From an optimization exercise on the open Yosys and OpenROAD flow, aimed at small area; shortcuts taken in it are not production practice.
Function was checked by simulation only, so behaviour that the tests miss may differ from the original.
No activity file was given, so power comes from the tool's default toggle rates.

==> flow/design.v (excerpt) <==
module reefmon_core (
    input  wire        clk,
    input  wire        rst,
    input  wire        ev_valid,
    input  wire [2:0]  ev_type,
    input  wire [7:0]  ev_data,
    output wire        rd_valid,
    output wire [7:0]  rd_data,
    input  wire        clr_err,
    input  wire        en_we,
    input  wire        en_val,
    input  wire        pub_valid,
    input  wire [15:0] pub_raw,
    input  wire [15:0] pub_hum_t,
    input  wire [15:0] pub_hum_h,
    input  wire [15:0] pub_depth,
    output wire        error,
    output wire [63:0] channels,
    input  wire        tick_us,
    input  wire        ow_start,
    input  wire        ow_in,
    output wire        ow_drive_low,
    output wire        ow_busy,
    output wire        ow_done,
    output wire        ow_ok,
    output wire [15:0] ow_raw,
    output wire [7:0]  ow_int,
    output wire [15:0] ow_frac
);
    reefmon_bus u_bus (
        .clk       (clk),
        .rst       (rst),
        .ev_valid  (ev_valid),
        .ev_type   (ev_type),
        .ev_data   (ev_data),
        .rd_valid  (rd_valid),
        .rd_data   (rd_data),
        .clr_err   (clr_err),
        .en_we     (en_we),
        .en_val    (en_val),
        .pub_valid (pub_valid),
        .pub_raw   (pub_raw),
        .pub_hum_t (pub_hum_t),
        .pub_hum_h (pub_hum_h),
        .pub_depth (pub_depth),
        .error     (error),
        .channels  (channels)
    );
    reefmon_ow u_ow (
        .clk          (clk),
        .rst          (rst),
        .tick_us      (tick_us),
        .ow_start     (ow_start),
        .ow_in        (ow_in),
        .ow_drive_low (ow_drive_low),
        .ow_busy      (ow_busy),
        .ow_done      (ow_done),
        .ow_ok        (ow_ok),
        .ow_raw       (ow_raw),
        .ow_int       (ow_int),
        .ow_frac      (ow_frac)
    );
endmodule
Size in the first run: ~1100 cells after synthesis, roughly 260 flip-flops, about 200 I/O pins.
export LEC_CHECK = 0
export CAP_MARGIN = 20
export CORE_MARGIN = 2
export CORE_UTILIZATION = 60
export SLEW_MARGIN = 20
create_clock -name core_clock -period 10.0 [get_ports {clk}]
standard.sh (not shown) runs the stock make flow with config.mk's settings and CLKGATE_MAP_FILE= SYNTH_SCRIPT=/design/flow/synth_recipe.tcl, a recipe that flattens the netlist after the stock synthesis.
==> flow/flow/run.sh <==
#!/bin/bash
# Layout: the standard flow (standard.sh) with two changes that only
# shrink buffering: the port buffers use the smallest buffer cell, and the
# clock tree uses larger sink clusters of clkbuf_16 and no dummy loads.
set -o pipefail
export BUFFER_PORTS_ARGS="-buffer_cell sky130_fd_sc_hd__buf_1"
export CTS_ARGS="-sink_clustering_enable -repair_clock_nets -dont_use_dummy_load -buf_list sky130_fd_sc_hd__clkbuf_16 -sink_clustering_size 30 -sink_clustering_max_diameter 120"
bash standard.sh > standard.log 2>&1
The baseline finished with timing, DRC and antenna clean.
==> next run, changes <==
--- a/flow/design.v
+++ b/flow/design.v
@@ -25,24 +25,25 @@
             for (i = 0; i < 8; i = i + 1)
                 c = c[7] ? ((c << 1) ^ 8'h07) : (c << 1);
             pec_step = c;
         end
     endfunction
     reg        st_wr, st_rd;      
     reg [5:0]  cnt;               
     reg [7:0]  crc;               
     reg        op_ok;             
     reg [1:0]  op;                
     reg [63:0] sh;                
     reg        enable;
+    reg        snap_zero;         
     reg [15:0] snap_raw, snap_hum_t, snap_hum_h, snap_depth;
     reg [63:0] chan;
     assign channels = chan;
     wire ev_wr = ev_valid && (ev_type == 3'd0);
     wire ev_rx = ev_valid && (ev_type == 3'd1);
     wire ev_wc = ev_valid && (ev_type == 3'd2);
     wire ev_rd = ev_valid && (ev_type == 3'd3);
     wire ev_sp = ev_valid && (ev_type == 3'd4);
     wire is_air   = (op == 2'd2);
     wire [2:0] tx_len = is_air ? 3'd5 : 3'd3;
     wire wr_start  = ev_wr && enable && !st_wr && !st_rd;
     wire rx_full   = (cnt == 6'd35);
@@ -51,36 +52,37 @@
     wire crc_zero  = (crc == 8'h00);
     wire set_ok    = op_ok && (op == 2'd0) && (cnt == 6'd10) && crc_zero;
     wire get_ok    = op_ok && (op != 2'd0) &&
                      ((cnt == 6'd1) || ((cnt == 6'd2) && crc_zero));
     wire wc_set    = ev_wc && st_wr && set_ok;
     wire wc_get    = ev_wc && st_wr && get_ok;
     wire wc_fail   = ev_wc && st_wr && !set_ok && !get_ok;
     wire rd_ok     = ev_rd && st_rd && (cnt[2:0] < tx_len);
     wire rd_fail   = ev_rd && !rd_ok;
     wire fail      = rx_ovf || wc_fail || rd_fail;
     wire rd_last   = (cnt[2:0] == tx_len - 3'd1);
     assign rd_data = !st_rd ? 8'hFF : (cnt[2:0] == tx_len) ? crc : sh[7:0];
-    wire [15:0] resp_hi = (op == 2'd1) ? snap_raw :
+    wire [15:0] resp_hi = snap_zero  ? 16'h0000 :
+                          (op == 2'd1) ? snap_raw :
                           (op == 2'd2) ? snap_hum_t : snap_depth;
-    wire [15:0] resp_lo = snap_hum_h;
+    wire [15:0] resp_lo = snap_zero ? 16'h0000 : snap_hum_h;
     wire [7:0] crc_in = st_wr ? ev_data : sh[15:8];
     always @(posedge clk) begin
         if (rst) begin
             st_wr     <= 1'b0;
             st_rd     <= 1'b0;
             enable    <= 1'b1;
             error     <= 1'b0;
             rd_valid  <= 1'b0;
-            cnt       <= 6'd0;
+            snap_zero <= 1'b1;
             chan      <= 64'd0;
         end else begin
             rd_valid <= ev_rd;
             if (wr_start) begin
                 st_wr <= 1'b1;
                 cnt   <= 6'd0;
                 crc   <= 8'hFF;
             end
             if (rx_store) begin
                 cnt <= cnt + 6'd1;
                 crc <= pec_step(crc, crc_in);
                 if (cnt == 6'd0) begin
@@ -108,33 +110,30 @@
                     crc <= pec_step(crc, crc_in);
             end
             if (fail || ev_sp) begin
                 st_wr <= 1'b0;
                 st_rd <= 1'b0;
             end
             if (fail)
                 error <= 1'b1;
             else if (clr_err)
                 error <= 1'b0;
             if (en_we)
                 enable <= en_val;
+            if (pub_valid)
+                snap_zero <= 1'b0;
         end
     end
     always @(posedge clk) begin
-        if (rst) begin
-            snap_raw   <= 16'h0000;
-            snap_hum_t <= 16'h0000;
-            snap_hum_h <= 16'h0000;
-            snap_depth <= 16'h0000;
-        end else if (pub_valid) begin
+        if (pub_valid) begin
             snap_raw   <= pub_raw;
             snap_hum_t <= pub_hum_t;
             snap_hum_h <= pub_hum_h;
             snap_depth <= pub_depth;
         end
     end
 endmodule
 module reefmon_ow (
     input  wire        clk,
     input  wire        rst,
     input  wire        tick_us,
     input  wire        ow_start,
@@ -185,28 +184,24 @@
     assign ow_frac[6] = |(dec & 16'h1E1E);
     assign ow_frac[7] = |(dec & 16'hAB54);
     assign ow_frac[8] = |(dec & 16'h3398);
     assign ow_frac[9] = |(dec & 16'h694A);
     assign ow_frac[10] = |(dec & 16'hB26C);
     assign ow_frac[11] = |(dec & 16'h3C70);
     assign ow_frac[12] = |(dec & 16'h3F80);
     assign ow_frac[13] = |(dec & 16'hC000);
     assign ow_frac[14] = 1'b0;
     assign ow_frac[15] = 1'b0;
     always @(posedge clk) begin
         if (rst) begin
-            ph      <= PH_RST1;
-            lo      <= 6'd0;
-            n       <= 7'd0;
-            sample  <= 1'b1;
             ow_busy <= 1'b0;
             ow_done <= 1'b0;
             ow_ok   <= 1'b0;
         end else if (ow_start && !ow_busy) begin
             ph      <= PH_RST1;
             lo      <= 6'd0;
             n       <= 7'd0;
             ow_busy <= 1'b1;
             ow_done <= 1'b0;
             ow_ok   <= 1'b0;
         end else if (ow_busy && tick_us) begin
             if (smp)
Effect: The new run produced a clean layout. Count of clock-buffer cells in the layout does not change. Wire length decreases by about 8%. Total power increases by about 3%. Worst setup slack loses 190 ps. Register-to-register slack loses 30 ps. Utilization increases by 0.73 points. Via count decreases by about 8%. Flip-flop and latch count increases by 1.

## afterwards: timing with drivers on the ports
How much do the figures lean on ideal ports? The routed layouts below were timed once more, with nothing changed but the port constraints. Step 1 (the two cells are an assumption about what drives the block):
set clk [get_ports {clk}]
set_driving_cell -lib_cell sky130_fd_sc_hd__clkbuf_16 $clk
set_driving_cell -lib_cell sky130_fd_sc_hd__buf_2 [delete_from_list [all_inputs] $clk]
Step 2 times the ports against the registers' clock, not the clock port: input delays grow and output delays shrink by t, the midpoint of the rising clock arrivals with the driver on. Three values: ideal, step 1, step 2; two values: the first two.
| run | t (ns) | slack for setup (ns) | worst data-port slew with drivers (ns) |
|---|---|---|---|
| the first run | 0.520 | 5.625 / 5.578 / 5.203 | 0.06 |
| the second run | 0.505 | 5.434 / 5.387 / 5.263 | 0.06 |
After both steps every run listed still meets setup and hold. The setup slack of the first run, which loses most, moves by -0.047 ns with the drivers and by -0.422 ns with both steps.
